What follows belongs to an exercise in optimizing a design on an open flow for small area and a short achievable clock period; a production flow would make more cautious choices.
Function was checked by simulation only, so behaviour that the tests miss may differ from the original.
Power and IR drop assume default switching activity.

== run 1 ==
==> flow/design.v (excerpt) <==
module mips8_engine (
    input  wire        clk,
    input  wire        reset,
    input  wire        host_rf_we,
    input  wire [4:0]  host_rf_idx,
    input  wire [31:0] host_rf_wdata,
    input  wire        host_rf_wpresent,
    output wire [31:0] host_rf_rdata,
    output wire        host_rf_rpresent,
    output wire        imem_req,
    output wire [31:0] imem_addr,
    input  wire        imem_valid,
    input  wire [63:0] imem_data,
    output wire        dmem_re,
    output wire        dmem_we,
    output wire [31:0] dmem_addr,
    output wire [31:0] dmem_wdata,
    input  wire [31:0] dmem_rdata,
    input  wire        dmem_present,
    output wire [7:0]  report_occ,
    output wire        report_stall,
    output wire        finished,
    output wire [2:0]  fault_code,
    output wire [31:0] fault_value,
    output wire [63:0] fault_word
);
    localparam [2:0] F_NONE    = 3'd0;
    localparam [2:0] F_ILLEGAL = 3'd1;
    localparam [2:0] F_REGABS  = 3'd2;
    localparam [2:0] F_MEMABS  = 3'd3;
    localparam [2:0] F_FETCH   = 3'd4;
    reg [31:0] rf      [0:31];
    reg [31:0] rf_present;
    wire [1023:0] rf_flat;
    genvar gi;
    generate
        for (gi = 0; gi < 32; gi = gi + 1) begin : g_flat
            assign rf_flat[32*gi +: 32] = rf[gi];
        end
    endgenerate
    reg [31:0] fetch_ptr;
    reg        finished_r;
    reg        stopped_r;        
    reg [2:0]  fault_code_r;
    reg        if1_v;
    reg [63:0] if1_instr;
    reg        if2_v;
    reg [63:0] if2_instr;
    reg        id_v;
    reg        id_stall;         
  ...
==> flow/config.mk <==
export PLATFORM = sky130hd
export DESIGN_NAME = mips8_engine
export DESIGN_NICKNAME = mips8_engine
export VERILOG_FILES = /design/flow/design.v
export SDC_FILE = /design/flow/constraint.sdc
export NUM_CORES = 4
export LEC_CHECK = 0
export CAP_MARGIN = 20
export CORE_MARGIN = 2
export CORE_UTILIZATION = 60
export CTS_CLUSTER_DIAMETER = 80
export CTS_CLUSTER_SIZE = 20
export SETUP_SLACK_MARGIN = 4.7
export SLEW_MARGIN = 20
export SYNTH_HIERARCHICAL = 1
export SYNTH_MINIMUM_KEEP_SIZE = 0
==> flow/constraint.sdc <==
create_clock -name core_clock -period 11.0 [get_ports {clk}]
set_input_delay 2.2000 -clock core_clock [delete_from_list [all_inputs] [get_ports {clk}]]
set_output_delay 2.2000 -clock core_clock [all_outputs]
set_load 0.01 [all_outputs]
standard.sh (not shown) runs the stock make flow with config.mk's settings and CLKGATE_MAP_FILE= SYNTH_SCRIPT=/design/flow/synth_recipe.tcl, a recipe that flattens the netlist after the stock synthesis.
==> flow/flow/run.sh <==
#!/bin/bash
# The standard layout (the standard.sh: standard synthesis, floorplan,
# placement, CTS, routing, finish), with one change: before global placement
# flow/pre_gpl.tcl marks the delay cells and clock buffers don't-use for that
# step, so buffer_ports puts a buf_1 (not a delay cell) on every input and
# output port. Each tool's log is kept under orfs/logs/ as usual; make's own
# output goes to flow_make.log.
set -euo pipefail
export PRE_GLOBAL_PLACE_TCL="$PWD/flow/pre_gpl.tcl"
bash standard.sh finish > flow_make.log 2>&1
==> flow/flow/pre_gpl.tcl <==
# Before global placement: keep buffer_ports from picking delay cells or clock
# buffers for the port buffers, so it puts a buf_1 on every port.
set_dont_use {sky130_fd_sc_hd__clkdlybuf4s* sky130_fd_sc_hd__dlygate* sky130_fd_sc_hd__dlymetal* sky130_fd_sc_hd__clkbuf_*}
Modified inputs, run 2 compared to run 1
- CORE_UTILIZATION: 60 -> 70
==> summary.txt <==
[compare] base=run 1 new=run 2: number of clock-tree buffers in the layout +7, die area down 0.016 mm^2, final area lost 1.1%, number of fill cells in the layout shows a reduction of 30%. Diff run 1 -> run 2 | placed standard-cell area | decrease of about 0.55%. The fraction of area in registers number comes out higher for run 2 vs run 1. In run 2, combined area of the multi-input logic cells is lower than in run 1. Against run 1, run 2 reports a total power that is lower.
[inputs] run 3 vs run 2
- a change of CORE_UTILIZATION from 70 to 60
- a change of SETUP_SLACK_MARGIN from 4.7 to 4.5
Results
The post-CTS setup-driven buffer insertion count in run 3 sits 51 below the value recorded for run 2. Looking at run 3 and run 2, the final worst clock skew is a wash. Diff run 2 -> run 3: sequential share of layout area picked up an extra 1.3 points, shortest clock period the worst path allows after layout went down 0.046 ns.

==> re-timing with driven ports <==
How much do the figures lean on ideal ports? The routed layouts below were timed once more, with nothing changed but the port constraints.
Step 1: set_driving_cell puts a clkbuf_16 on clk and a buf_2 on each other input, an assumption about the parent block.
Step 2 also shifts input and output timing later by t, the mid clock arrival at the registers, as if the neighbouring blocks saw the same clock.
Slacks: ideal / step 1 / step 2; pairs: ideal / step 1.
run	t (ns)	slack for setup (ns)	hold WS [ns]	worst data-port slew with drivers (ns)	pins driven straight from the clock port
run 1	0.805	4.302 / 4.251 / 3.494	0.346 / 0.346 / 0.346	0.10	1
run 2	0.799	4.355 / 4.234 / 3.530	0.360 / 0.360 / 0.360	0.17	1
run 3	0.802	4.401 / 4.238 / 4.033	0.347 / 0.347 / 0.347	0.17	1
After both steps every run listed still meets setup and hold. For run 2, which loses most, drivers alone change the setup slack by -0.121 ns; drivers and shift together by -0.825 ns.
